Background: an optimization exercise with open tools, aiming at small area, a short achievable clock period and few clock cycles. Do not read the settings as production practice.
Function was checked by simulation only, so behaviour that the tests miss may differ from the original.
Power and IR drop assume default switching activity.

**design.v**
```verilog
module fscv (
    input  wire        clk,
    input  wire        rst,
    input  wire        bus_wr,
    input  wire [17:0] bus_addr,
    input  wire [31:0] bus_wdata,
    output reg  [31:0] bus_rdata,
    input  wire        rx_valid,
    input  wire [7:0]  rx_data,
    output wire        rx_ready,
    output wire        tx_valid,
    output reg  [7:0]  tx_data,
    input  wire        tx_ready,
    input  wire        tick,
    output wire        irq
);
    localparam integer CAP = 64;           
    localparam [7:0] OP_NOP   = 8'h00, OP_LCS  = 8'h01, OP_DCS   = 8'h02,
                     OP_PSTEP = 8'h03, OP_PCLR = 8'h04, OP_READ  = 8'h05,
                     OP_WRITE = 8'h06, OP_FIND = 8'h07, OP_ABORT = 8'h0F;
    localparam [3:0] E_OK = 4'd0, E_TIMEOUT = 4'd1, E_SHORT = 4'd2, E_LCS = 4'd3,
                     E_DCS = 4'd4, E_OVF = 4'd5, E_NOTFOUND = 4'd6, E_RANGE = 4'd7,
                     E_ILLEGAL = 4'd8, E_ABORTED = 4'd9;
    localparam [3:0] PH_IDLE = 4'd0, PH_SYNC = 4'd1, PH_LENH = 4'd2, PH_LENL = 4'd3,
                     PH_LCS = 4'd4, PH_ACKPOST = 4'd5, PH_PAY = 4'd6, PH_DCS = 4'd7,
                     PH_POST = 4'd8;
    localparam [1:0] TS_TAG = 2'd0, TS_TAG2 = 2'd1, TS_LEN = 2'd2;
    reg [511:0] txm;         
    reg [511:0] rxm;         
    reg        cfg_ie;
    reg [7:0]  cfg_marker;
    reg        busy, done, is_ack, bwe;
    reg [1:0]  sync;
    reg [3:0]  err;
    reg [3:0]  phase;
    reg [7:0]  op;
    reg        a_sel;        
    reg [7:0]  a_byte;       
    reg        p_ill;        
    reg        p_rng;        
    reg [31:0] deadline;
    reg [31:0] elapsed;
    reg [15:0] tx_len;
    reg [6:0]  tx_cnt;       
    reg [15:0] rx_len;
    reg [6:0]  rx_cnt;       
    reg [7:0]  lcs_rx, dcs_rx, post_rx, dcs_calc;
    reg [31:0] rx_total;
    reg [15:0] win_base;
    reg [15:0] win_len;
    reg [7:0]  res;
    reg [6:0]  tlv_off;      
    reg [7:0]  tlv_len;
    reg        tlv_found;
    reg [8:0]  eng_idx;      
    reg [7:0]  eng_acc;      
    reg [1:0]  tlv_st;       
    reg        tlv_two;      
    reg [7:0]  tlv_tag;      
    reg [7:0]  tx_acc;       
    reg [7:0]  dmask;        
    reg        dlast;        
    reg        wr_act;       
    reg        rd_act;       
    reg        exp_r;        
    wire pend = p_ill | p_rng;
    wire [3:0] pend_code = p_ill ? E_ILLEGAL : E_RANGE;
    function [1:0] delta;
        input [1:0] s;
        input [7:0] b;
        begin
            if (b == 8'h00)
                delta = (s == 2'd1 || s == 2'd2) ? 2'd2 : 2'd1;
            else if (b == 8'hFF && s == 2'd2)
                delta = 2'd3;
            else
                delta = 2'd0;
        end
    endfunction
    wire [31:0] status_word = {8'd0, op, phase, err, 2'b00, sync, bwe, is_ack, done, busy};
    wire op_read  = (op == OP_READ);
    wire op_write = (op == OP_WRITE);
    wire op_dcs   = (op == OP_DCS);
    wire op_find  = (op == OP_FIND);
    wire expired  = exp_r;
    assign rx_ready = rd_act && !exp_r;
    assign tx_valid = wr_act;
    assign irq      = cfg_ie && done;
    wire [2:0]  ech      = eng_idx[5:3];
    wire [63:0] tx_chunk = txm[ech * 64 +: 64];
    wire [63:0] rx_chunk = rxm[ech * 64 +: 64];
    wire [63:0] chunk    = a_sel ? rx_chunk : tx_chunk;
    wire [7:0]  eng_byte = chunk[eng_idx[2:0] * 8 +: 8];
    wire [6:0] tlen7   = tx_len[6:0];
    wire [6:0] tend    = tlen7 + 7'd6;
    wire [6:0] tcn     = tx_cnt + 7'd1;
    wire       tx_pay  = (tx_cnt >= 7'd6) && (tx_cnt < tend);
    wire       tn_pay  = (tcn >= 7'd6) && (tcn < tend);
    wire [7:0] tx_acc_n = tx_pay ? tx_acc - tx_data : tx_acc;
    reg  [7:0] tx_next;
    always @(*) begin
        tx_next = 8'h00;
        if (tcn == 7'd2)
            tx_next = 8'hFF;
        else if (tcn == 7'd4)
            tx_next = tx_len[7:0];
        else if (tcn == 7'd5)
            tx_next = 8'd0 - tx_len[7:0];
        else if (tn_pay)
            tx_next = eng_byte;
        else if (tcn == tend)
            tx_next = tx_acc_n;
    end
    wire        reg_region = (bus_addr[17:16] == 2'd0);
    wire        txb_region = (bus_addr[17:16] == 2'd1);
    wire        rxb_region = (bus_addr[17:16] == 2'd2);
    wire        buf_inrange = (bus_addr[15:6] == 10'd0);
    wire [3:0]  buf_word = bus_addr[5:2];
    wire        reg_hit = reg_region && (bus_addr[15:7] == 9'd0);
    wire [4:0]  reg_idx = bus_addr[6:2];
    reg  [31:0] tx_word, rx_word;
    integer k;
    always @(*) begin
        tx_word = 32'd0;
        rx_word = 32'd0;
        for (k = 0; k < 16; k = k + 1) begin
            tx_word = tx_word | ({32{buf_word == k}} & txm[k * 32 +: 32]);
            rx_word = rx_word | ({32{buf_word == k}} & rxm[k * 32 +: 32]);
        end
    end
    always @(*) begin
        bus_rdata = 32'd0;
        if (reg_hit) begin
            case (reg_idx)
                5'd0:  bus_rdata = 32'h46530001;
                5'd1:  bus_rdata = {16'd0, cfg_marker, 7'd0, cfg_ie};
                5'd3:  bus_rdata = status_word;
                5'd4:  bus_rdata = deadline;
                5'd5:  bus_rdata = elapsed;
                5'd6:  bus_rdata = {16'd0, tx_len};
                5'd7:  bus_rdata = {25'd0, tx_cnt};
                5'd8:  bus_rdata = {16'd0, rx_len};
                5'd9:  bus_rdata = {25'd0, rx_cnt};
                5'd10: bus_rdata = {dcs_calc, post_rx, dcs_rx, lcs_rx};
                5'd11: bus_rdata = rx_total;
                5'd12: bus_rdata = {16'd0, win_base};
                5'd13: bus_rdata = {16'd0, win_len};
                5'd14: bus_rdata = {24'd0, res};
                5'd15: bus_rdata = {7'd0, tlv_found, tlv_len, 9'd0, tlv_off};
                5'd16: bus_rdata = 32'h00400040;     
                default: bus_rdata = 32'd0;
            endcase
        end else if (txb_region && buf_inrange) begin
            bus_rdata = tx_word;
        end else if (rxb_region && buf_inrange) begin
            bus_rdata = rx_word;
        end
    end
    wire [31:0] w = bus_wdata;
    reg         w_defined;
    always @(*) begin
        case (w[7:0])
            OP_NOP, OP_PCLR, OP_READ, OP_WRITE, OP_ABORT:
                     w_defined = (w[31:8] == 24'd0);
            OP_LCS:  w_defined = (w[31:24] == 8'd0);
            OP_DCS:  w_defined = (w[31:17] == 15'd0) && (w[15:8] == 8'd0);
            OP_PSTEP: w_defined = (w[31:16] == 16'd0);
            OP_FIND: w_defined = (w[31:17] == 15'd0);
            default: w_defined = 1'b0;
        endcase
    end
    wire [16:0] win_end17 = {1'b0, win_base} + {1'b0, win_len};
    wire        win_bad   = (win_end17 > CAP);
    wire        txlen_bad = (tx_len > CAP);
    wire        w_range   = ((w[7:0] == OP_DCS || w[7:0] == OP_FIND) && win_bad) ||
                            (w[7:0] == OP_WRITE && txlen_bad);
    wire wr_reg   = bus_wr && reg_hit;
    wire wr_cfg   = wr_reg && reg_idx == 5'd1;
    wire wr_cmd   = wr_reg && reg_idx == 5'd2;
    wire wr_stat  = wr_reg && reg_idx == 5'd3;
    wire wr_dl    = wr_reg && reg_idx == 5'd4;
    wire wr_txlen = wr_reg && reg_idx == 5'd6;
    wire wr_wbase = wr_reg && reg_idx == 5'd12;
    wire wr_wlen  = wr_reg && reg_idx == 5'd13;
    wire wr_buf   = bus_wr && (txb_region || rxb_region);
    wire is_abort = (bus_wdata == 32'h0000000F);
    wire host_bw  = !rst && bus_wr && !busy && buf_inrange;
    wire rx_go    = busy && op_read && !pend && !expired && rx_valid;
    wire rx_store = !rst && rx_go && (phase == PH_PAY);
    genvar gi;
    generate
        for (gi = 0; gi < 16; gi = gi + 1) begin : g_txw
            always @(posedge clk)
                if (host_bw && txb_region && buf_word == gi)
                    txm[gi * 32 +: 32] <= bus_wdata;
        end
        for (gi = 0; gi < 64; gi = gi + 1) begin : g_rxb
            wire hw = host_bw && rxb_region && buf_word == gi / 4;
            wire sw = rx_store && rx_cnt[5:0] == gi;
            always @(posedge clk)
                if (hw || sw)
                    rxm[gi * 8 +: 8] <= busy ? rx_data : bus_wdata[(gi % 4) * 8 +: 8];
        end
    endgenerate
    wire [6:0] wend   = win_end17[6:0];
    wire [5:0] wlast  = wend[5:0] - 6'd1;            
    wire       wzero  = (win_len[6:0] == 7'd0);
    reg  [7:0] fmask, lmask;
    integer j;
    always @(*)
        for (j = 0; j < 8; j = j + 1) begin
            fmask[j] = (j >= win_base[2:0]);
            lmask[j] = (j <= wlast[2:0]);
        end
    wire       w_single = (win_base[5:3] == wlast[5:3]);
    wire [2:0] ech_n    = ech + 3'd1;
    wire       n_last   = (ech_n == wlast[5:3]);
    function [15:0] csa;         
        input [7:0] a, b, c;
        begin
            csa[7:0]  = a ^ b ^ c;
            csa[15:8] = {((a[6:0] & b[6:0]) | (a[6:0] & c[6:0]) | (b[6:0] & c[6:0])), 1'b0};
        end
    endfunction
    wire [7:0]  mb0 = chunk[7:0]   & {8{dmask[0]}};
    wire [7:0]  mb1 = chunk[15:8]  & {8{dmask[1]}};
    wire [7:0]  mb2 = chunk[23:16] & {8{dmask[2]}};
    wire [7:0]  mb3 = chunk[31:24] & {8{dmask[3]}};
    wire [7:0]  mb4 = chunk[39:32] & {8{dmask[4]}};
    wire [7:0]  mb5 = chunk[47:40] & {8{dmask[5]}};
    wire [7:0]  mb6 = chunk[55:48] & {8{dmask[6]}};
    wire [7:0]  mb7 = chunk[63:56] & {8{dmask[7]}};
    wire [7:0]  dsum = eng_acc + mb0 + mb1 + mb2 + mb3 + mb4 + mb5 + mb6 + mb7;
    reg        fin;
    reg [3:0]  fin_code;
    wire [1:0] s_next = delta(sync, rx_data);
    wire [8:0] i1     = eng_idx + 9'd1;
    wire [9:0] i_end  = {1'b0, i1} + {2'b00, eng_byte};
    wire [7:0] lcs_w  = 8'd0 - (w[23:16] + w[15:8]);
    wire [7:0] lcs_rl = 8'd0 - (rx_len[15:8] + rx_len[7:0]);
    always @(posedge clk) begin
        fin      = 1'b0;
        fin_code = E_OK;
        if (rst) begin
            cfg_ie     <= 1'b0;
            cfg_marker <= 8'h5F;
            busy       <= 1'b0;
            done       <= 1'b0;
            is_ack     <= 1'b0;
            bwe        <= 1'b0;
            sync       <= 2'd0;
            err        <= E_OK;
            phase      <= PH_IDLE;
            op         <= 8'd0;
            deadline   <= 32'd1000;
            elapsed    <= 32'd0;
            tx_len     <= 16'd0;
            tx_cnt     <= 7'd0;
            rx_len     <= 16'd0;
            rx_cnt     <= 7'd0;
            lcs_rx     <= 8'd0;
            dcs_rx     <= 8'd0;
            post_rx    <= 8'd0;
            dcs_calc   <= 8'd0;
            rx_total   <= 32'd0;
            win_base   <= 16'd0;
            win_len    <= 16'd0;
            res        <= 8'd0;
            tlv_off    <= 7'd0;
            tlv_len    <= 8'd0;
            tlv_found  <= 1'b0;
            wr_act     <= 1'b0;
            rd_act     <= 1'b0;
            tx_data    <= 8'h00;
        end else begin
            if (wr_cfg) begin
                cfg_ie <= bus_wdata[0];
                if (!busy)
                    cfg_marker <= bus_wdata[15:8];
            end
            if (wr_stat) begin
                if (bus_wdata[1]) done <= 1'b0;
                if (bus_wdata[3]) bwe <= 1'b0;
            end
            if (busy) begin
                if (wr_dl || wr_txlen || wr_wbase || wr_wlen || wr_buf || (wr_cmd && !is_abort))
                    bwe <= 1'b1;
            end else begin
                if (wr_dl)    deadline <= bus_wdata;
                if (wr_txlen) tx_len   <= bus_wdata[15:0];
                if (wr_wbase) win_base <= bus_wdata[15:0];
                if (wr_wlen)  win_len  <= bus_wdata[15:0];
                if (wr_cmd && !is_abort) begin
                    busy     <= 1'b1;
                    done     <= 1'b0;
                    err      <= E_OK;
                    is_ack   <= 1'b0;
                    op       <= bus_wdata[7:0];
                    a_sel    <= bus_wdata[16];
                    a_byte   <= (bus_wdata[7:0] == OP_LCS) ? lcs_w : bus_wdata[15:8];
                    p_ill    <= !w_defined;
                    p_rng    <= w_defined && w_range;
                    if (w_defined && !w_range) begin
                        if (bus_wdata[7:0] == OP_READ) begin
                            phase    <= PH_SYNC;
                            sync     <= 2'd0;
                            elapsed  <= 32'd0;
                            rx_len   <= 16'd0;
                            rx_cnt   <= 7'd0;
                            lcs_rx   <= 8'd0;
                            dcs_rx   <= 8'd0;
                            post_rx  <= 8'd0;
                            dcs_calc <= 8'd0;
                            rx_total <= 32'd0;
                        end
                        if (bus_wdata[7:0] == OP_WRITE) begin
                            tx_cnt <= 7'd0;
                            tx_acc <= 8'd0;
                        end
                    end
                    eng_idx <= (bus_wdata[7:0] == OP_WRITE) ? 9'h1FB : {1'b0, win_base[7:0]};
                    eng_acc <= 8'hFF;
                    dmask   <= wzero ? 8'd0 : (fmask & (w_single ? lmask : 8'hFF));
                    dlast   <= wzero || w_single;
                    wr_act  <= (bus_wdata[7:0] == OP_WRITE) && w_defined && !w_range;
                    rd_act  <= (bus_wdata[7:0] == OP_READ) && w_defined && !w_range;
                    exp_r   <= (deadline == 32'd0);
                    tlv_st  <= TS_TAG;
                    tlv_two <= 1'b0;
                    tlv_tag <= 8'd0;
                end
            end
            if (busy) begin
                if (pend) begin
                    fin      = 1'b1;
                    fin_code = pend_code;
                end else begin
                    case (op)
                        OP_NOP: begin
                            fin = 1'b1;
                        end
                        OP_LCS: begin
                            res <= a_byte;
                            fin = 1'b1;
                        end
                        OP_PSTEP: begin
                            sync <= delta(sync, a_byte);
                            fin = 1'b1;
                        end
                        OP_PCLR: begin
                            sync <= 2'd0;
                            fin = 1'b1;
                        end
                        OP_DCS: begin
                            if (dlast) begin
                                res <= ~dsum;
                                fin = 1'b1;
                            end else begin
                                eng_acc <= dsum;
                                eng_idx[5:3] <= ech_n;
                                dmask   <= n_last ? lmask : 8'hFF;
                                dlast   <= n_last;
                            end
                        end
                        OP_FIND: begin
                            if (eng_idx >= {2'b00, wend}) begin
                                tlv_off   <= 7'd0;
                                tlv_len   <= 8'd0;
                                tlv_found <= 1'b0;
                                fin      = 1'b1;
                                fin_code = E_NOTFOUND;
                            end else begin
                                case (tlv_st)
                                    TS_TAG: begin
                                        tlv_tag <= eng_byte;
                                        tlv_two <= (eng_byte == cfg_marker);
                                        tlv_st  <= (eng_byte == cfg_marker) ? TS_TAG2 : TS_LEN;
                                        eng_idx <= i1;
                                    end
                                    TS_TAG2: begin
                                        tlv_st  <= TS_LEN;
                                        eng_idx <= i1;
                                    end
                                    default: begin
                                        if (!tlv_two && tlv_tag == a_byte) begin
                                            fin = 1'b1;
                                            if (i_end > {3'b000, wend}) begin
                                                tlv_off   <= 7'd0;
                                                tlv_len   <= 8'd0;
                                                tlv_found <= 1'b0;
                                                fin_code = E_NOTFOUND;
                                            end else begin
                                                tlv_off   <= i1[6:0];
                                                tlv_len   <= eng_byte;
                                                tlv_found <= 1'b1;
                                            end
                                        end else begin
                                            eng_idx <= i_end[8:0];
                                            tlv_st  <= TS_TAG;
                                        end
                                    end
                                endcase
                            end
                        end
                        OP_READ: begin
                            if (expired) begin
                                fin = 1'b1;
                                fin_code = (phase == PH_LENH || phase == PH_LENL || phase == PH_LCS)
                                           ? E_SHORT : E_TIMEOUT;
                            end else begin
                                if (rx_valid) begin
                                    if (rx_total != 32'hFFFFFFFF)
                                        rx_total <= rx_total + 32'd1;
                                    case (phase)
                                        PH_SYNC: begin
                                            sync <= s_next;
                                            if (s_next == 2'd3)
                                                phase <= PH_LENH;
                                        end
                                        PH_LENH: begin
                                            rx_len <= {rx_data, 8'h00};
                                            phase  <= PH_LENL;
                                        end
                                        PH_LENL: begin
                                            rx_len[7:0] <= rx_data;
                                            phase <= PH_LCS;
                                        end
                                        PH_LCS: begin
                                            lcs_rx <= rx_data;
                                            if (rx_len == 16'd0 && rx_data == 8'hFF)
                                                phase <= PH_ACKPOST;
                                            else if (rx_data != lcs_rl) begin
                                                fin = 1'b1;
                                                fin_code = E_LCS;
                                            end else if (rx_len > CAP) begin
                                                fin = 1'b1;
                                                fin_code = E_OVF;
                                            end else if (rx_len == 16'd0)
                                                phase <= PH_DCS;
                                            else
                                                phase <= PH_PAY;
                                        end
                                        PH_ACKPOST: begin
                                            post_rx <= rx_data;
                                            is_ack  <= 1'b1;
                                            fin = 1'b1;
                                        end
                                        PH_PAY: begin
                                            dcs_calc <= dcs_calc - rx_data;
                                            rx_cnt   <= rx_cnt + 7'd1;
                                            if (rx_cnt + 7'd1 == rx_len[6:0])
                                                phase <= PH_DCS;
                                        end
                                        PH_DCS: begin
                                            dcs_rx <= rx_data;
                                            phase  <= PH_POST;
                                        end
                                        PH_POST: begin
                                            post_rx <= rx_data;
                                            fin = 1'b1;
                                            fin_code = (dcs_rx == dcs_calc) ? E_OK : E_DCS;
                                        end
                                        default: ;
                                    endcase
                                end
                                if (tick && !fin && !(wr_cmd && is_abort)) begin
                                    elapsed <= elapsed + 32'd1;
                                    if (elapsed + 32'd1 == deadline)
                                        exp_r <= 1'b1;
                                end
                            end
                        end
                        OP_WRITE: begin
                            if (tx_ready) begin
                                tx_cnt  <= tcn;
                                eng_idx <= i1;
                                tx_acc  <= tx_acc_n;
                                tx_data <= tx_next;
                                if (tx_cnt == tend + 7'd1)
                                    fin = 1'b1;
                            end
                        end
                        default: begin
                            fin = 1'b1;
                        end
                    endcase
                end
                if (wr_cmd && is_abort && !fin) begin
                    fin      = 1'b1;
                    fin_code = E_ABORTED;
                end
                if (fin) begin
                    busy    <= 1'b0;
                    done    <= 1'b1;
                    err     <= fin_code;
                    wr_act  <= 1'b0;
                    rd_act  <= 1'b0;
                    tx_data <= 8'h00;
                end
            end
        end
    end
endmodule
```
**config.mk**
```make
export PLATFORM = sky130hd
export DESIGN_NAME = fscv
export DESIGN_NICKNAME = fscv
export VERILOG_FILES = /design/flow/design.v
export SDC_FILE = /design/flow/constraint.sdc
export NUM_CORES = 4
export LEC_CHECK = 0
export CAP_MARGIN = 20
export CORE_MARGIN = 2
export CORE_UTILIZATION = 40
export PLACE_DENSITY = 0.6
export SETUP_SLACK_MARGIN = 3
export SLEW_MARGIN = 20
```
**run.sh**
```bash
#!/bin/bash
# synth_recipe.tcl (not shown) runs the flow's synth.tcl, then flattens the netlist and writes it again
# the make line also repeats each setting of config.mk as NAME=value (left out here)
make -C /OpenROAD-flow-scripts/flow DESIGN_CONFIG=/design/flow/config.mk WORK_HOME=/design/flow/orfs CLKGATE_MAP_FILE= SYNTH_SCRIPT=/design/flow/synth_recipe.tcl finish
```
**constraint.sdc**
```tcl
create_clock -name core_clock -period 10.0 [get_ports {clk}]
set_input_delay 2.0000 -clock core_clock [delete_from_list [all_inputs] [get_ports {clk}]]
set_output_delay 2.0000 -clock core_clock [all_outputs]
set_load 0.01 [all_outputs]
```
==> results by group, run 1 <==
CTS
  • TritonCTS clock tree: done
  • Worst-Skew Late Latency: 0.86 ns
  • Clock tree buffer depth: 3
  • CTS Buf Count: 147
  • Reg clk slew, reported paths: 0.06 ns
  • # H-tree levels: 4
  • Clock sink count: 1352
  • Root buffer cell: clkbuf_16
  • Hold-fix buffers, CTS: 0

Floorplan
  • DIE HEIGHT: 422 um
  • Core ar.: 0.174 sq mm
  • Initial Util: 40.3%
  • Die Width: 422 um
  • Die ar.: 0.178 sq mm
  • # rows: 153
  • # IOs: 107

Critical path
  • Worst EP required: 8.00 ns
  • RR Endpoint: res[7]$_SDFFE_PP0P_
  • Worst path slowest cell: clkdlybuf4s50_1
  • Critical path class: input pin to output pin
  • FF-to-FF setup slack: 3.12 ns
  • Critical path peak fanout: 12
  • Reg2reg path depth: 24
  • Critical path capture point type: output pin
  • Crit path DAT: 5.12 ns
  • Critical R2R Launch: eng_idx[4]$_DFFE_PN_
  • CP Cell Sequence: clkdlybuf4s15_2, buf_12, nand2b_4, nor2_4, buf_4, buf_4, a22oi_1, nand3_1, a221oi_1, o21ai_0, a22o_1, clkdlybuf4s50_1
  • CP startpoint kind: input pin
  • Crit-path max cell delay: 0.58 ns
  • Crit-path most repeated cell: buf_4

Detailed routing
  • Vias: 60800
  • ANT nets after route: 0
  • Mean routed wirelength per cell: 40.0 um
  • DRC errors left: 0
  • Via density per instance: 7.09
  • WL final: 343000 um
  • Number of iterations in the first detailed-routing pass: 9
  • DRC violation total after the first TritonRoute iteration: 11700

Timing
  • Fin. Hold Viols: 0
  • Final Setup Violations: 0
  • Fmax: 140 MHz
  • RSZ-0062 raised after global routing: true
  • Final worst path period share: 71.2%
  • Setup TNS: 0 ns
  • Slew @ Worst Pin: 1.23 ns
  • Final min period: 7.12 ns
  • Fin Clk Skew: 0.0930 ns
  • Slew headroom: 17.6%
  • Pins Over Slew Limit: 0
  • Min Hold Slack: 0.460 ns

Synth
  • Post-synth EDFFs: 1081
  • Syn nets: 6104
  • Synth area leader: edfxtp_1
  • Post-synth top area share: 46.4%
  • Seq/Total Area, Yosys: 54.1%
  • Mean post-synth cell area: 11.9 sq um
  • Most area-consuming cells after synthesis: edfxtp_1 (46%), dfxtp_1 (7.7%), mux4_2 (7.2%)
  • YS warnings: 1
  • Syn Std Cell Area: 0.0700 sq mm
  • Cells after Synth: 5864
  • Most used DFF post-synth: edfxtp_1
  • Post-synthesis cell type count: 91
  • Asr flop ratio synth: 0%
  • Seq cells post-synth: 1352

Final layout
  • P&R area growth vs syn: 17.7%
  • Layout Utilization: 47.4%
  • Most frequent cells in the layout: edfxtp_1 (1081), nand2_1 (450), a22oi_1 (418)
  • Layout cell share with drive strength beyond 1: 17.1%
  • Most common cell after layout, fill and taps aside: edfxtp_1
  • Final #Nets: 6353
  • Design area: 0.0824 sq mm
  • Layout Cells excl Fill: 8572

GRT
  • Initial antenna violation count: 31
  • Total gr overflow: 0
  • Largest net degree at the start of global routing: 91
  • First-pass GRT wire length: 463000 um
  • Vias in the first global route: 56600
  • GRT Total Usage: 37.2%

Placed design
  • Port-buffer cells: 104
  • HPWL Detailed: 225000 um
  • Placed cells: 8185
  • Placer congestion estimate: 1.04
  • Area post-placement: 0.0751 sq mm

Power
  • Internal: 9.77 mW
  • Pwr dens: 161 mW/mm^2
  • Combinational share of power: 11.4%
  • Reg power frac: 46.0%
  • Net Sw Power: 3.49 mW
  • Leak Pwr: 27.6 nW
  • Sw frac: 26.3%
  • Max VDD drop: 0.226 mV
  • Clock Power Share: 42.6%

Min path
  • WHS Endpoint: rd_act$_SDFF_PP0_
  • Hold_sp: rd_act$_SDFF_PP0_
  • Hold Crit Depth: 2
  • Hold WC Path Type: flop to flop

Run
  • Max Cap Violations: 0

Outcome
  • Status: finished clean
metrics by stage:
step / power, mW / setup WS, ns
after floorplan: 7.03 / 3.70
after global placement: 7.56 / 1.35
after detailed placement: 7.57 / 1.33
after CTS: 13.2 / 3.00
after global routing: 13.6 / 2.93
final: 13.3 / 2.88
synthesized netlist by cell type (84+ instances only):
library cell / n
a21oi_1: 329
a221oi_1: 177
a22o_1: 193
a22oi_1: 421
clkbuf_1: 301
dfxtp_1: 271
edfxtp_1: 1081
ha_1: 125
inv_1: 177
mux2i_1: 84
mux4_2: 223
nand2_1: 464
nand3_1: 207
nor2_1: 334
o21ai_0: 233
o22ai_1: 92
xnor2_1: 133
metal layers:
metal / global-route usage (%) / share of wire [%] / up-vias
met5: 0 / 0.043 / -
met4: 27.8 / 8.9 / 24
met3: 13.2 / 15 / 1383
met2: 52.4 / 41 / 5807
met1: 46.9 / 35 / 29900
li1: - / - / 23600
worst max-delay path by stage:
stage	from	to	slack (ns)	depth (start not counted)
6_report	bus_addr[2]	bus_rdata[6]	2.88	12
4_1_cts	eng_idx[3]$_DFFE_PN_	res[7]$_SDFFE_PP0P_	3.00	25
2_1_floorplan	eng_idx[3]$_DFFE_PN_	res[7]$_SDFFE_PP0P_	3.70	26
3_5_place_dp	bus_addr[5]	bus_rdata[17]	1.33	11
5_1_grt	eng_idx[3]$_DFFE_PN_	res[7]$_SDFFE_PP0P_	2.93	25
3_3_place_gp	bus_addr[5]	bus_rdata[17]	1.35	11
final cells by class:
cell class	instances	area [sq um]
Antenna cell	12	30.0
Clock buffer	174	3840
Clock inverter	97	1130
Fill cell	15600	91400
Inverter	180	676
Multi-Input combinational cell	3915	30500
Sequential cell	1352	37900
Tap cell	2325	2910
Timing Repair Buffer	517	5390
repair_timing:
action | in CTS | in global routing
pin swaps | 35 | 13
gates resized for setup | 163 | 57
gates cloned | 15 | 4
buffers inserted | 74 | 10
endpoints found under the setup margin | 53 | 28
power groups by stage:
stage / Clock (mW) / Combinational [mW] / Sequential [mW]
3_3_place_gp: 0 / 1.35 / 6.21
3_5_place_dp: 0 / 1.36 / 6.21
5_1_grt: 5.88 / 1.59 / 6.09
6_report: 5.65 / 1.52 / 6.09
2_1_floorplan: 0 / 0.831 / 6.20
4_1_cts: 5.66 / 1.44 / 6.09
cell families after synthesis:
kind of cell / synth area share (%)
AO/OA/AOI/OAI: 17.1
AND/OR/NAND/NOR: 10.2
flip-flops: 54.1
buffers and inverters: 3.64
multiplexers: 8.79
XOR/XNOR: 2.54
adder cells (fa/ha/maj): 3.69
worst max-delay path: cells and delay by family:
kind | cells | cell delay, ns
buffers and inverters | 5 | 1.52
AND/OR/NAND/NOR | 3 | 0.57
AO/OA/AOI/OAI | 4 | 0.98
state kept, by name, indices dropped and copies added (netlist names), 8 cells and up:
signal / count
rx_total: 32
eng_idx: 9
dmask: 8
dcs_calc: 8
dcs_rx: 8
win_base: 16
lcs_rx: 8
txm: 512
post_rx: 8
deadline: 32
cfg_marker: 8
res: 8
a_byte: 8
tx_len: 16
rxm: 512
tx_acc: 8
win_len: 16
elapsed: 32
op: 8
tlv_len: 8
rx_len: 16
tx_data: 8
eng_acc: 8
tlv_tag: 8
Testbench counts, summed over its fixed seeds: cycles 27,616.
==> inputs of run 2 (changes only) <==
--- a/design.v
+++ b/design.v
@@ -87,8 +87,16 @@
     assign tx_valid = wr_act;
     assign irq      = cfg_ie && done;
     wire [2:0]  ech      = eng_idx[5:3];
-    wire [63:0] tx_chunk = txm[ech * 64 +: 64];
-    wire [63:0] rx_chunk = rxm[ech * 64 +: 64];
+    reg  [63:0] tx_chunk, rx_chunk;
+    integer c;
+    always @(*) begin
+        tx_chunk = 64'd0;
+        rx_chunk = 64'd0;
+        for (c = 0; c < 8; c = c + 1) begin
+            tx_chunk = tx_chunk | ({64{ech == c}} & txm[c * 64 +: 64]);
+            rx_chunk = rx_chunk | ({64{ech == c}} & rxm[c * 64 +: 64]);
+        end
+    end
     wire [63:0] chunk    = a_sel ? rx_chunk : tx_chunk;
     wire [7:0]  eng_byte = chunk[eng_idx[2:0] * 8 +: 8];
     wire [6:0] tlen7   = tx_len[6:0];
@@ -118,7 +126,9 @@
     wire [3:0]  buf_word = bus_addr[5:2];
     wire        reg_hit = reg_region && (bus_addr[15:7] == 9'd0);
     wire [4:0]  reg_idx = bus_addr[6:2];
-    reg  [31:0] tx_word, rx_word;
+    wire        txb_hit = txb_region && buf_inrange;
+    wire        rxb_hit = rxb_region && buf_inrange;
+    reg  [31:0] tx_word, rx_word, reg_word;
     integer k;
     always @(*) begin
         tx_word = 32'd0;
@@ -127,34 +137,27 @@
             tx_word = tx_word | ({32{buf_word == k}} & txm[k * 32 +: 32]);
             rx_word = rx_word | ({32{buf_word == k}} & rxm[k * 32 +: 32]);
         end
-    end
-    always @(*) begin
-        bus_rdata = 32'd0;
-        if (reg_hit) begin
-            case (reg_idx)
-                5'd0:  bus_rdata = 32'h46530001;
-                5'd1:  bus_rdata = {16'd0, cfg_marker, 7'd0, cfg_ie};
-                5'd3:  bus_rdata = status_word;
-                5'd4:  bus_rdata = deadline;
-                5'd5:  bus_rdata = elapsed;
-                5'd6:  bus_rdata = {16'd0, tx_len};
-                5'd7:  bus_rdata = {25'd0, tx_cnt};
-                5'd8:  bus_rdata = {16'd0, rx_len};
-                5'd9:  bus_rdata = {25'd0, rx_cnt};
-                5'd10: bus_rdata = {dcs_calc, post_rx, dcs_rx, lcs_rx};
-                5'd11: bus_rdata = rx_total;
-                5'd12: bus_rdata = {16'd0, win_base};
-                5'd13: bus_rdata = {16'd0, win_len};
-                5'd14: bus_rdata = {24'd0, res};
-                5'd15: bus_rdata = {7'd0, tlv_found, tlv_len, 9'd0, tlv_off};
-                5'd16: bus_rdata = 32'h00400040;     
-                default: bus_rdata = 32'd0;
-            endcase
-        end else if (txb_region && buf_inrange) begin
-            bus_rdata = tx_word;
-        end else if (rxb_region && buf_inrange) begin
-            bus_rdata = rx_word;
-        end
+        case (reg_idx)
+            5'd0:  reg_word = 32'h46530001;
+            5'd1:  reg_word = {16'd0, cfg_marker, 7'd0, cfg_ie};
+            5'd3:  reg_word = status_word;
+            5'd4:  reg_word = deadline;
+            5'd5:  reg_word = elapsed;
+            5'd6:  reg_word = {16'd0, tx_len};
+            5'd7:  reg_word = {25'd0, tx_cnt};
+            5'd8:  reg_word = {16'd0, rx_len};
+            5'd9:  reg_word = {25'd0, rx_cnt};
+            5'd10: reg_word = {dcs_calc, post_rx, dcs_rx, lcs_rx};
+            5'd11: reg_word = rx_total;
+            5'd12: reg_word = {16'd0, win_base};
+            5'd13: reg_word = {16'd0, win_len};
+            5'd14: reg_word = {24'd0, res};
+            5'd15: reg_word = {7'd0, tlv_found, tlv_len, 9'd0, tlv_off};
+            5'd16: reg_word = 32'h00400040;     
+            default: reg_word = 32'd0;
+        endcase
+        bus_rdata = ({32{reg_hit}} & reg_word) | ({32{txb_hit}} & tx_word) |
+                    ({32{rxb_hit}} & rx_word);
     end
     wire [31:0] w = bus_wdata;
     reg         w_defined;
--- a/config.mk
+++ b/config.mk
@@ -7,7 +7,8 @@
 export LEC_CHECK = 0
 export CAP_MARGIN = 20
 export CORE_MARGIN = 2
-export CORE_UTILIZATION = 40
+export CORE_UTILIZATION = 50
 export PLACE_DENSITY = 0.6
-export SETUP_SLACK_MARGIN = 3
+export SETUP_SLACK_MARGIN = 4
 export SLEW_MARGIN = 20
+export TNS_END_PERCENT = 0
==> results by group, run 2 <==
Outcome
  • Status: finished clean (unchanged)

GRT
  • Largest net degree at the start of global routing: 89 (was 91)
  • Total gr overflow: 0 (unchanged)
  • GRT Total Usage: 47.6% (was 37.2%)
  • Vias in the first global route: 58300 (was 56600)
  • First-pass GRT wire length: 464000 um (was 463000 um)
  • Initial antenna violation count: 33 (was 31)

Final layout
  • P&R area growth vs syn: 17.9% (was 17.7%)
  • Most frequent cells in the layout: edfxtp_1 (1081), nand2_1 (564), a21oi_1 (358) (was edfxtp_1 (1081), nand2_1 (450), a22oi_1 (418))
  • Layout fillers: 11300 (was 15600)
  • Final #Nets: 6558 (was 6353)
  • Design area: 0.0811 sq mm (was 0.0824 sq mm)
  • Layout cell share with drive strength beyond 1: 14.2% (was 17.1%)
  • Top flop regs: rxm: 512 flops, txm: 512 flops (unchanged)
  • Layout Cells excl Fill: 8254 (was 8572)
  • Most common cell after layout, fill and taps aside: edfxtp_1 (unchanged)

Critical path
  • CP startpoint kind: input pin (unchanged)
  • Crit-path max cell delay: 0.64 ns (was 0.58 ns)
  • Crit-path leading delay family: compound AO/OA/AOI/OAI gates (was buffers and inverters)
  • Critical path peak fanout: 58 (was 12)
  • Worst EP required: 8.00 ns (about the same)
  • Worst path slowest cell: o21ai_2 (was clkdlybuf4s50_1)
  • Crit path DAT: 4.81 ns (was 5.12 ns)
  • Critical R2R Launch: eng_idx[3]$_DFFE_PN_ (was eng_idx[4]$_DFFE_PN_)
  • Worst Setup SP: bus_addr[5] (was bus_addr[2])
  • Critical path capture point type: output pin (unchanged)
  • CP Cell Sequence: buf_6, nand2b_4, nor2_4, buf_12, a22oi_1, nand4_1, o21ai_2, o211ai_1, buf_2 (was clkdlybuf4s15_2, buf_12, nand2b_4, nor2_4, buf_4, buf_4, a22oi_1, nand3_1, a221oi_1, o21ai_0, a22o_1, clkdlybuf4s50_1)
  • Critical path class: input pin to output pin (unchanged)
  • WP buf/inv: 3 (was 5)

Placed design
  • Area post-placement: 0.0731 sq mm (was 0.0751 sq mm)
  • Port-buffer cells: 104 (unchanged)
  • HPWL Detailed: 217000 um (was 225000 um)
  • Dpl ws: 1.47 ns (was 1.33 ns)
  • Placed cells: 7830 (was 8185)
  • Placer congestion estimate: 1.03 (was 1.04)

Power
  • Max VDD drop: 0.201 mV (was 0.226 mV)
  • Leak Pwr: 27.1 nW (was 27.6 nW)
  • Pwr dens: 169 mW/mm^2 (was 161 mW/mm^2)

Timing
  • Fin Clk Skew: 0.0477 ns (was 0.0930 ns)
  • Slew @ Worst Pin: 1.25 ns (was 1.23 ns)
  • Setup TNS: 0 ns (unchanged)
  • Setup ws final: 3.19 ns (was 2.88 ns)
  • Final Setup Violations: 0 (unchanged)
  • Fin. Hold Viols: 0 (unchanged)
  • Final worst path period share: 68.1% (was 71.2%)
  • Final min period: 6.81 ns (was 7.12 ns)
  • RSZ-0062 raised after global routing: true (unchanged)
  • Min Hold Slack: 0.461 ns (was 0.460 ns)
  • Fmax: 147 MHz (was 140 MHz)
  • Pins Over Slew Limit: 0 (unchanged)
  • Slew headroom: 16.5% (was 17.6%)

Synth
  • Most area-consuming cells after synthesis: edfxtp_1 (47%), dfxtp_1 (7.9%), a221oi_1 (4.4%) (was edfxtp_1 (46%), dfxtp_1 (7.7%), mux4_2 (7.2%))
  • Post-synthesis cell type count: 97 (was 91)
  • Syn nets: 6371 (was 6104)
  • Post-synth top cells: edfxtp_1 (1081), nand2_1 (568), a21oi_1 (372) (was edfxtp_1 (1081), nand2_1 (464), a22oi_1 (421))
  • Most used DFF post-synth: edfxtp_1 (unchanged)
  • Count leader, synth: edfxtp_1 (unchanged)
  • Synth area leader: edfxtp_1 (unchanged)
  • Syn Std Cell Area: 0.0688 sq mm (was 0.0700 sq mm)
  • YS warnings: 1 (unchanged)
  • Asr flop ratio synth: 0% (unchanged)
  • Post-synth EDFFs: 1081 (unchanged)
  • Post-synth top area share: 47.2% (was 46.4%)
  • Seq cells post-synth: 1352 (unchanged)
  • Mean post-synth cell area: 11.2 sq um (was 11.9 sq um)
  • Seq/Total Area, Yosys: 55.1% (was 54.1%)
  • Cells after Synth: 6126 (was 5864)

CTS
  • Clock tree buffer depth: 3 (unchanged)
  • Hold-fix buffers, CTS: 0 (unchanged)
  • Root buffer cell: clkbuf_16 (unchanged)
  • CTS Buf Count: 149 (was 147)
  • Clock sink count: 1352 (unchanged)
  • TritonCTS clock tree: done (unchanged)
  • Reg clk slew, reported paths: 0.06 ns (about the same)
  • # H-tree levels: 4 (unchanged)
  • Worst-Skew Late Latency: 0.83 ns (was 0.86 ns)

Detailed routing
  • Vias: 64000 (was 60800)
  • DRC errors left: 0 (unchanged)
  • Number of iterations in the first detailed-routing pass: 13 (was 9)
  • ANT nets after route: 0 (unchanged)
  • Mean routed wirelength per cell: 41.6 um (was 40.0 um)
  • DRC violation total after the first TritonRoute iteration: 13300 (was 11700)
  • Via density per instance: 7.75 (was 7.09)
  • WL final: 344000 um (was 343000 um)

Floorplan
  • Initial Util: 50.2% (was 40.3%)
  • Core ar.: 0.137 sq mm (was 0.174 sq mm)
  • DIE HEIGHT: 375 um (was 422 um)
  • Die Width: 375 um (was 422 um)
  • Die ar.: 0.141 sq mm (was 0.178 sq mm)
  • # IOs: 107 (unchanged)
  • # rows: 136 (was 153)

Min path
  • Hold WC Path Type: flop to flop (unchanged)
  • Hold_sp: rd_act$_SDFF_PP0_ (unchanged)

Run
  • Max Cap Violations: 0 (unchanged)
-- run 2: cell count changes after synthesis, moves of 34 or more --
| cell | change |
|---|---|
| mux4_2 | -221 |
| a221oi_1 | +167 |
| nand2_1 | +104 |
| a22oi_1 | -95 |
| a221o_1 | +92 |
| a222oi_1 | +86 |
| nor2_1 | -71 |
| clkbuf_1 | +66 |
| a22o_1 | +65 |
| nand4_1 | +57 |
| a21oi_1 | +43 |
| buf_1 | +34 |
-- run 2: final cells by class --
cell class	instances	area [sq um]	area share, %
flip-flops and latches	1352	37900	46.7
diodes	24	60.1	0.0740
well taps	1794	2240	2.77
inverters	179	679	0.837
repair buffers	517	5410	6.67
clock inverters	82	975	1.20
clock buffers	192	4040	4.98
multi-input cells	4114	29800	36.8
-- run 2: worst reg2reg max path, stage by stage (launching register included) --
cell and delay, ns:
edfxtp_1 0.39, buf_4 0.18, inv_6 0.10, ha_4 0.29
bufbuf_16 0.37, bufbuf_16 0.31, a222oi_1 0.12, mux2i_1 0.32
o22ai_2 0.23, o21ai_0 0.74, mux2i_1 0.17, mux2i_1 0.20
buf_4 0.24, ha_1 0.32, and3_1 0.21, a221o_1 0.33
nor2_1 0.13, xnor2_1 0.14, ha_1 0.34, nand4_1 0.08
o22a_1 0.18, o31ai_1 0.09, nor4b_4 0.27, buf_6 0.24
o31a_1 0.37, o21ai_0 0.15, o2bb2ai_1 0.14
-- run 2: timing repair --
item | CTS | global route
endpoints found under the hold margin | 0 | 0
resized for setup | 367 | 17
pin swaps | 59 | 9
setup buffers | 110 | 0
setup endpoints to repair | 154 | 96
cloned | 16 | 0
-- run 2: final timing paths --
path	end	slack (ns)	depth (start not counted)
max	bus_rdata[27]	3.19	9
min	rd_act$_SDFF_PP0_	0.46	2
max reg2reg	err[2]$_SDFF_PP0_	3.22	26
min reg2reg	rd_act$_SDFF_PP0_	0.46	2
-- run 2: cell families (layout without fill, tap and decap cells) --
| kind of cell | after synthesis | in the layout | synth area share [%] |
|---|---|---|---|
| adders and majority gates | 181 | 181 | 3.85 |
| other | 0 | 24 | 0 |
| muxes | 85 | 85 | 1.30 |
| AOI/OAI and AO/OA | 2167 | 2167 | 23.2 |
| and+or+nand+nor | 1478 | 1478 | 10.3 |
| xor gates and xnor gates | 203 | 203 | 2.60 |
| buffers and inverters | 660 | 970 | 3.69 |
| DFF | 1352 | 1352 | 55.1 |
-- run 2: routing by layer --
| metal | GRT usage [%] | vias up | routed length [um] |
|---|---|---|---|
| met1 | 61.2 | 31300 | 121000 |
| met5 | 2.40 | - | 774 |
| met3 | 21.9 | 1492 | 59800 |
| met2 | 64.6 | 6300 | 136000 |
| li1 | - | 24900 | - |
| met4 | 28.9 | 48 | 26000 |
-- run 2: power breakdown --
part | leakage, nW | switching [mW] | total [mW] | internal, mW
Combinational | 12.7 | 1.19 | 1.87 | 0.684
Clock | 2.42 | 2.42 | 5.71 | 3.29
Sequential | 11.9 | 0.0140 | 6.09 | 6.08
Total | 27.1 | 3.63 | 13.7 | 10.0
-- run 2: through the flow --
stage	power, mW	util [%]
2_1_floorplan	7.09	-
3_3_place_gp	7.72	53.3
3_5_place_dp	7.74	53.4
4_1_cts	13.6	59.1
5_1_grt	13.9	59.2
6_report	13.7	59.2
Testbench counts of run 2, summed over its fixed seeds: cycles 27,616.
==> inputs of run 3 (changes only) <==
--- a/design.v
+++ b/design.v
@@ -239,6 +239,7 @@
     wire [1:0] s_next = delta(sync, rx_data);
     wire [8:0] i1     = eng_idx + 9'd1;
     wire [9:0] i_end  = {1'b0, i1} + {2'b00, eng_byte};
+    wire [6:0] f_room = wend - eng_idx[6:0] - 7'd1;
     wire [7:0] lcs_w  = 8'd0 - (w[23:16] + w[15:8]);
     wire [7:0] lcs_rl = 8'd0 - (rx_len[15:8] + rx_len[7:0]);
     always @(posedge clk) begin
@@ -387,7 +388,7 @@
                                     default: begin
                                         if (!tlv_two && tlv_tag == a_byte) begin
                                             fin = 1'b1;
-                                            if (i_end > {3'b000, wend}) begin
+                                            if (eng_byte > {1'b0, f_room}) begin
                                                 tlv_off   <= 7'd0;
                                                 tlv_len   <= 8'd0;
                                                 tlv_found <= 1'b0;
==> flow/run.sh (new file) <==
#!/bin/bash
# The standard layout (the standard.sh: standard synthesis, floorplan,
# placement, routing), with one change: clock tree synthesis builds larger
# sink clusters and inserts no dummy loads, so the clock tree takes less area.
set -euo pipefail
CTS="-sink_clustering_enable -repair_clock_nets -dont_use_dummy_load -sink_clustering_size 25 -sink_clustering_max_diameter 90"
bash standard.sh "CTS_ARGS=$CTS" finish > standard.log 2>&1
==> standard.sh (new file) <==
#!/bin/bash
# synth_recipe.tcl (not shown) runs the flow's synth.tcl, then flattens the netlist and writes it again
# the make line also repeats each setting of config.mk as NAME=value (left out here)
make -C /OpenROAD-flow-scripts/flow DESIGN_CONFIG=/design/flow/config.mk WORK_HOME=/design/flow/orfs CLKGATE_MAP_FILE= SYNTH_SCRIPT=/design/flow/synth_recipe.tcl "${@:-finish}"
removed: run.sh
==> results by group, run 3 <==
Synth
  • YS warnings: 1 (unchanged)
  • Syn Std Cell Area: 0.0683 sq mm (was 0.0688 sq mm)
  • Count leader, synth: edfxtp_1 (unchanged)
  • Post-synth top area share: 47.5% (was 47.2%)
  • Post-synth EDFFs: 1081 (unchanged)
  • Most used DFF post-synth: edfxtp_1 (unchanged)
  • Syn nets: 6429 (was 6371)
  • Seq cells post-synth: 1352 (unchanged)
  • Post-synthesis cell type count: 82 (was 97)
  • Synth area leader: edfxtp_1 (unchanged)
  • Post-synth top cells: edfxtp_1 (1081), nand2_1 (520), a22oi_1 (441) (was edfxtp_1 (1081), nand2_1 (568), a21oi_1 (372))
  • Cells after Synth: 6178 (was 6126)
  • Mean post-synth cell area: 11.1 sq um (was 11.2 sq um)
  • Most area-consuming cells after synthesis: edfxtp_1 (48%), dfxtp_1 (7.9%), a221oi_1 (5.0%) (was edfxtp_1 (47%), dfxtp_1 (7.9%), a221oi_1 (4.4%))
  • Seq/Total Area, Yosys: 55.5% (was 55.1%)
  • Asr flop ratio synth: 0% (unchanged)

Detailed routing
  • Vias: 62600 (was 64000)
  • WL final: 337000 um (was 344000 um)
  • DRC errors left: 0 (unchanged)
  • Mean routed wirelength per cell: 41.5 um (was 41.6 um)
  • DRC violation total after the first TritonRoute iteration: 12800 (was 13300)
  • ANT nets after route: 0 (unchanged)
  • Number of iterations in the first detailed-routing pass: 9 (was 13)
  • Via density per instance: 7.71 (was 7.75)

Floorplan
  • Die Width: 374 um (was 375 um)
  • Core ar.: 0.135 sq mm (was 0.137 sq mm)
  • Initial Util: 50.4% (was 50.2%)
  • DIE HEIGHT: 374 um (was 375 um)
  • Die ar.: 0.140 sq mm (was 0.141 sq mm)
  • # IOs: 107 (unchanged)
  • # rows: 135 (was 136)

Final layout
  • P&R area growth vs syn: 15.0% (was 17.9%)
  • Reg area: 0.0379 sq mm (unchanged)
  • Multi-input gate area: 0.0297 sq mm (was 0.0298 sq mm)
  • Most common cell after layout, fill and taps aside: edfxtp_1 (unchanged)
  • Final #Nets: 6578 (was 6558)
  • Layout fillers: 11400 (was 11300)
  • Most frequent cells in the layout: edfxtp_1 (1081), nand2_1 (508), a22oi_1 (439) (was edfxtp_1 (1081), nand2_1 (564), a21oi_1 (358))
  • Layout cell share with drive strength beyond 1: 13.8% (was 14.2%)
  • Top flop regs: rxm: 512 flops, txm: 512 flops (unchanged)

Critical path
  • Reg2reg path depth: 24 (was 26)
  • CP startpoint kind: input pin (unchanged)
  • FF-to-FF setup slack: 3.50 ns (was 3.22 ns)
  • Critical path capture point type: output pin (unchanged)
  • Worst EP required: 8.00 ns (about the same)
  • Critical path class: input pin to output pin (unchanged)
  • Critical path peak fanout: 7 (was 58)
  • Worst path slowest cell: a221o_2 (was o21ai_2)
  • CP Cell Sequence: buf_6, buf_12, buf_12, nor2b_4, nand2_8, nor2_4, buf_4, a222oi_1, nand4_1, a221o_2, buf_6 (was buf_6, nand2b_4, nor2_4, buf_12, a22oi_1, nand4_1, o21ai_2, o211ai_1, buf_2)
  • Crit path DAT: 4.56 ns (was 4.81 ns)
  • Crit-path max cell delay: 0.60 ns (was 0.64 ns)

Min path
  • Hold WC Path Type: flop to flop (unchanged)
  • Hold Crit Depth: 2 (unchanged)

Timing
  • Final min period: 6.56 ns (was 6.81 ns)
  • Final Setup Violations: 0 (unchanged)
  • Fin Clk Skew: 0.0907 ns (was 0.0477 ns)
  • Min Hold Slack: 0.467 ns (was 0.461 ns)
  • Pins Over Slew Limit: 0 (unchanged)
  • RSZ-0062 raised after global routing: true (unchanged)
  • Fmax: 152 MHz (was 147 MHz)
  • Final worst path period share: 65.6% (was 68.1%)
  • Setup TNS: 0 ns (unchanged)
  • Slew headroom: 16.7% (was 16.5%)
  • Slew @ Worst Pin: 1.25 ns (about the same)
  • Fin. Hold Viols: 0 (unchanged)

Placed design
  • Port-buffer cells: 104 (unchanged)
  • Placer congestion estimate: 1.00 (was 1.03)
  • HPWL Detailed: 208000 um (was 217000 um)

Run
  • Max Cap Violations: 0 (unchanged)

CTS
  • Hold-fix buffers, CTS: 0 (unchanged)
  • TritonCTS clock tree: done (unchanged)
  • Worst-Skew Late Latency: 0.75 ns (was 0.83 ns)
  • Clock sink count: 1352 (unchanged)
  • Root buffer cell: clkbuf_16 (unchanged)
  • Clock tree buffer depth: 3 (unchanged)
  • # H-tree levels: 3 (was 4)
  • Reg clk slew, reported paths: 0.09 ns (was 0.06 ns)
  • CTS Buf Count: 69 (was 149)

GRT
  • Largest net degree at the start of global routing: 78 (was 89)
  • First-pass GRT wire length: 453000 um (was 464000 um)
  • Vias in the first global route: 56300 (was 58300)
  • Initial antenna violation count: 28 (was 33)
  • Total gr overflow: 0 (unchanged)
  • GRT Total Usage: 46.3% (was 47.6%)

Outcome
  • Status: finished clean (unchanged)

Power
  • Max VDD drop: 0.165 mV (was 0.201 mV)
  • Leak Pwr: 25.7 nW (was 27.1 nW)
  • Pwr dens: 140 mW/mm^2 (was 169 mW/mm^2)
[run 3: per-stage QoR]
stage | instances | power (mW) | utilization (%) | setup WS, ns | area [sq um]
after floorplan | 6178 | 7.07 | - | 4.00 | 68500
after global placement | 7843 | 7.65 | 53.5 | 1.74 | 72500
after detailed placement | 7844 | 7.66 | 53.6 | 1.73 | 72600
after CTS | 8078 | 10.8 | 57.4 | 3.60 | 77700
after global routing | 8107 | 11.2 | 58.0 | 3.49 | 78500
final | 8119 | 11.0 | 58.0 | 3.44 | 78500
[run 3: final cells by class]
class / instances / share of cell area (%)
flip-flops and latches: 1352 / 48.2
multi-input cells: 4150 / 37.9
repair buffers: 551 / 7.85
well taps: 1781 / 2.84
clock buffers: 69 / 2.20
inverters: 203 / 0.978
diodes: 13 / 0.0414
[run 3: where the power goes]
group	switching (mW)	leakage, nW	internal [mW]	total, mW
clock network	1.85	0.850	1.24	3.09
registers	0.0136	11.9	6.07	6.08
logic	1.15	12.9	0.669	1.82
[run 3: cell families after synthesis]
| logic type | synth area share (%) |
|---|---|
| AO/OA/AOI/OAI | 23.3 |
| multiplexers | 0.295 |
| flip-flops | 55.5 |
| XOR/XNOR | 2.55 |
| buffers and inverters | 3.81 |
| adder cells (fa/ha/maj) | 4.01 |
| AND/OR/NAND/NOR | 10.6 |
[run 3: layer usage]
layer  track usage (%)  wire length (um)
met5                 0               188
met4              30.2             27700
met3              19.0             56800
met2              63.0            133000
met1              60.4            119000
[run 3: final timing paths]
path / startpoint / end
worst max-delay path: bus_addr[5] / bus_rdata[6]
worst min register to register: rd_act$_SDFF_PP0_ / rd_act$_SDFF_PP0_
worst max register to register: eng_idx[3]$_DFFE_PN_ / res[7]$_SDFFE_PP0P_
worst min-delay path: rd_act$_SDFF_PP0_ / rd_act$_SDFF_PP0_
[run 3: timing repair]
item,CTS,global route
setup buffers,141,23
pin swaps,79,33
gates resized for setup,463,84
endpoints found under the setup margin,346,222
gates cloned,24,5
[run 3: critical path: cells and delay by family]
| kind | cells | cell delay, ns |
|---|---|---|
| AOI/OAI and AO/OA | 2 | 0.91 |
| buffers and inverters | 5 | 0.76 |
| and+or+nand+nor | 4 | 0.88 |
Testbench counts of run 3, summed over its fixed seeds: cycles 27,616.
==> inputs of run 4 (changes only) <==
==> flow/run.sh (replaced) <==
#!/bin/bash
# The standard layout (the standard.sh: standard synthesis, floorplan,
# placement, routing) with two changes:
#  - clock tree synthesis builds larger sink clusters and inserts no dummy
#    loads, so the clock tree takes less area;
#  - the port buffers are plain buffers (buf_4), which timing repair can size,
#    instead of the delay cells the default choice picks for the outputs.
set -euo pipefail
CTS="-sink_clustering_enable -repair_clock_nets -dont_use_dummy_load -sink_clustering_size 25 -sink_clustering_max_diameter 90"
PORTS="-inputs -outputs -buffer_cell sky130_fd_sc_hd__buf_4"
bash standard.sh "CTS_ARGS=$CTS" "BUFFER_PORTS_ARGS=$PORTS" finish > standard.log 2>&1
--- a/config.mk
+++ b/config.mk
@@ -9,6 +9,6 @@
 export CORE_MARGIN = 2
 export CORE_UTILIZATION = 50
 export PLACE_DENSITY = 0.6
-export SETUP_SLACK_MARGIN = 4
+export SETUP_SLACK_MARGIN = 4.3
 export SLEW_MARGIN = 20
 export TNS_END_PERCENT = 0
==> results by group, run 4 <==
Power
  • Leak Pwr: 25.4 nW (was 25.7 nW)
  • Max VDD drop: 0.130 mV (was 0.165 mV)
  • Pwr dens: 140 mW/mm^2 (about the same)
  • Total power: 10.8 mW (was 11.0 mW)

GRT
  • Largest net degree at the start of global routing: 87 (was 78)
  • First-pass GRT wire length: 456000 um (was 453000 um)
  • Total gr overflow: 0 (unchanged)
  • Initial antenna violation count: 28 (unchanged)
  • Vias in the first global route: 57200 (was 56300)
  • GRT Total Usage: 46.6% (was 46.3%)

Timing
  • Min Hold Slack: 0.463 ns (was 0.467 ns)
  • Slew @ Worst Pin: 1.31 ns (was 1.25 ns)
  • RSZ-0062 raised after global routing: true (unchanged)
  • Final Setup Violations: 0 (unchanged)
  • Setup TNS: 0 ns (unchanged)
  • Final min period: 6.86 ns (was 6.56 ns)
  • Pins Over Slew Limit: 0 (unchanged)
  • Final worst path period share: 68.6% (was 65.6%)
  • Fin. Hold Viols: 0 (unchanged)
  • Slew headroom: 12.7% (was 16.7%)
  • Fin Clk Skew: 0.0883 ns (was 0.0907 ns)
  • Setup ws final: 3.14 ns (was 3.44 ns)
  • Fmax: 146 MHz (was 152 MHz)

Critical path
  • CP startpoint kind: input pin (unchanged)
  • WP buf/inv: 3 (was 5)
  • Crit-path max cell delay: 0.93 ns (was 0.60 ns)
  • Worst path slowest cell: nand4_1 (was a221o_2)
  • Worst EP required: 8.00 ns (about the same)
  • Crit path DAT: 4.86 ns (was 4.56 ns)
  • Critical path peak fanout: 6 (was 7)
  • Critical path capture point type: output pin (unchanged)
  • Crit-path leading delay family: compound AO/OA/AOI/OAI gates (unchanged)
  • Critical path class: input pin to output pin (unchanged)
  • CP Cell Sequence: buf_16, nand2b_4, nor2_4, buf_12, a22oi_2, o211ai_1, o21ai_2, nand4_1, a221o_1, buf_6 (was buf_6, buf_12, buf_12, nor2b_4, nand2_8, nor2_4, buf_4, a222oi_1, nand4_1, a221o_2, buf_6)

Detailed routing
  • Number of iterations in the first detailed-routing pass: 9 (unchanged)
  • DRC errors left: 0 (unchanged)
  • Vias: 62800 (was 62600)
  • Via density per instance: 7.80 (was 7.71)
  • DRC violation total after the first TritonRoute iteration: 13300 (was 12800)
  • ANT nets after route: 0 (unchanged)
  • WL final: 336000 um (was 337000 um)
  • Mean routed wirelength per cell: 41.7 um (was 41.5 um)

Synth
  • Seq/Total Area, Yosys: 55.5% (unchanged)
  • Most area-consuming cells after synthesis: edfxtp_1 (48%), dfxtp_1 (7.9%), a221oi_1 (5.0%) (unchanged)
  • Most used DFF post-synth: edfxtp_1 (unchanged)
  • Seq cells post-synth: 1352 (unchanged)
  • Synth area leader: edfxtp_1 (unchanged)
  • Post-synth top area share: 47.5% (unchanged)
  • Asr flop ratio synth: 0% (unchanged)
  • Syn Std Cell Area: 0.0683 sq mm (unchanged)
  • YS warnings: 1 (unchanged)
  • Post-synth top cells: edfxtp_1 (1081), nand2_1 (520), a22oi_1 (441) (unchanged)
  • Cells after Synth: 6178 (unchanged)
  • Syn nets: 6429 (unchanged)
  • Post-synthesis cell type count: 82 (unchanged)
  • Post-synth EDFFs: 1081 (unchanged)
  • Mean post-synth cell area: 11.1 sq um (unchanged)
  • Count leader, synth: edfxtp_1 (unchanged)

CTS
  • Clock sink count: 1352 (unchanged)
  • TritonCTS clock tree: done (unchanged)
  • Root buffer cell: clkbuf_16 (unchanged)
  • CTS Buf Count: 68 (was 69)
  • Clock tree buffer depth: 3 (unchanged)
  • Reg clk slew, reported paths: 0.10 ns (was 0.09 ns)
  • # H-tree levels: 3 (unchanged)
  • Worst-Skew Late Latency: 0.74 ns (was 0.75 ns)

Final layout
  • Most frequent cells in the layout: edfxtp_1 (1081), nand2_1 (509), a22oi_1 (438) (was edfxtp_1 (1081), nand2_1 (508), a22oi_1 (439))
  • Layout cell share with drive strength beyond 1: 12.9% (was 13.8%)
  • Layout fillers: 11500 (was 11400)
  • Final #Nets: 6503 (was 6578)
  • Most common cell after layout, fill and taps aside: edfxtp_1 (unchanged)
  • Layout Cells excl Fill: 8052 (was 8119)
  • Reg area: 0.0379 sq mm (unchanged)
  • Top flop regs: rxm: 512 flops, txm: 512 flops (unchanged)
  • P&R area growth vs syn: 13.3% (was 15.0%)
  • Design area: 0.0774 sq mm (was 0.0785 sq mm)
  • Layout Utilization: 57.1% (was 58.0%)
  • Multi-input gate area: 0.0292 sq mm (was 0.0297 sq mm)

Outcome
  • Status: finished clean (unchanged)

Run
  • Max Cap Violations: 0 (unchanged)

Placed design
  • Placed cells: 7797 (was 7844)
  • Area post-placement: 0.0720 sq mm (was 0.0726 sq mm)
  • Port-buffer cells: 104 (unchanged)
  • HPWL Detailed: 203000 um (was 208000 um)
  • Dpl ws: 2.31 ns (was 1.73 ns)
  • Placer congestion estimate: 1.02 (was 1.00)

Floorplan
  • Core ar.: 0.135 sq mm (unchanged)
  • # IOs: 107 (unchanged)
  • # rows: 135 (unchanged)
  • Die ar.: 0.140 sq mm (unchanged)
  • DIE HEIGHT: 374 um (unchanged)
  • Die Width: 374 um (unchanged)
  • Initial Util: 50.4% (unchanged)

Min path
  • Hold WC Path Type: flop to flop (unchanged)
run 4: cell counts after synthesis:
Identical to the previous run, type by type.
run 4: cell type report:
cell class	instances	area share, %
Sequential cell	1352	48.9
Multi-Input combinational cell	4146	37.7
Timing Repair Buffer	481	7.25
Tap cell	1781	2.88
Clock buffer	68	2.20
Inverter	203	0.992
Antenna cell	21	0.0679
run 4: path summary, 6_finish.rpt:
kind                         from                   to  slack, ns  cells after the start
max                   bus_addr[5]         bus_rdata[6]       3.14                     10
min             rd_act$_SDFF_PP0_    rd_act$_SDFF_PP0_       0.46                      2
max reg2reg  eng_idx[4]$_DFFE_PN_  res[7]$_SDFFE_PP0P_       3.44                     20
min reg2reg     rd_act$_SDFF_PP0_    rd_act$_SDFF_PP0_       0.46                      2
run 4: repair_timing:
action                     4_1_cts  5_1_grt
gates cloned                    34        0
pin swaps                       64       10
setup endpoints to repair      168      134
resized for setup              309        3
hold buffers                     0        0
setup buffers                  105       21
run 4: worst register-to-register path, cell delays in order (launching register included):
cell and delay (ns):
edfxtp_1 0.52, ha_4 0.24, ha_4 0.26, buf_12 0.25, buf_4 0.27, a221oi_1 0.34, o211ai_1 0.18, o22ai_1 0.81
or2_2 0.27, fa_1 0.43, fa_1 0.59, fa_1 0.45, fa_1 0.49, inv_1 0.04, ha_1 0.31, a21oi_1 0.20
xor2_1 0.19, xnor2_1 0.18, xnor2_2 0.13, a211oi_2 0.22, nor3_1 0.07
run 4: cells by family (layout without fill, tap and decap cells):
| family | Yosys count | in the layout | synth area share [%] |
|---|---|---|---|
| flops | 1352 | 1352 | 55.5 |
| compound gates | 2215 | 2215 | 23.3 |
| simple gates | 1522 | 1524 | 10.6 |
| fa+ha+maj | 188 | 188 | 4.01 |
| buf+inv | 682 | 752 | 3.81 |
| other cells | 0 | 21 | 0 |
| mux | 20 | 20 | 0.295 |
| xor+xnor | 199 | 199 | 2.55 |
run 4: metal layers:
metal	up-vias	GRT usage [%]	share of wire, %
met3	1454	18.3	17
met5	-	0.377	0.037
met1	30600	60.4	35
met2	6220	64.0	40
li1	24500	-	-
met4	20	31.5	8.5
run 4: power by group:
| part | switching [mW] | total (mW) | internal, mW | leakage, nW |
|---|---|---|---|---|
| logic | 1.09 | 1.68 | 0.588 | 12.6 |
| registers | 0.0156 | 6.08 | 6.07 | 11.9 |
| clock network | 1.84 | 3.07 | 1.22 | 0.838 |

## re-timing with driven ports
How much do the figures lean on ideal ports? The routed layouts below were timed once more, with nothing changed but the port constraints.
Step 1: set_driving_cell puts a clkbuf_16 on clk and a buf_2 on each other input, an assumption about the parent block.
Step 2 also shifts input and output timing later by t, the mid clock arrival at the registers, as if the neighbouring blocks saw the same clock.
a / b / c = no drivers / after step 1 / after step 2; a / b = the first two.
run	t (ns)	setup slack, ns	hold slack, ns	worst setup path after step 2	clock arrival spread, ns
run 1	0.900	2.878 / 2.852 / 2.643	0.460 / 0.460 / 0.460	input to register	0.095 / 0.094
run 2	0.894	3.186 / 3.064 / 2.646	0.461 / 0.461 / 0.461	input to register	0.052 / 0.052
run 3	0.788	3.442 / 3.367 / 2.969	0.467 / 0.467 / 0.467	input to register	0.092 / 0.093
run 4	0.777	3.143 / 2.900 / 2.900	0.463 / 0.463 / 0.463	input to output	0.089 / 0.089
After both steps setup and hold are still met in every run listed. The setup slack of run 2, which loses most, moves by -0.122 ns with the drivers and by -0.540 ns with both steps.
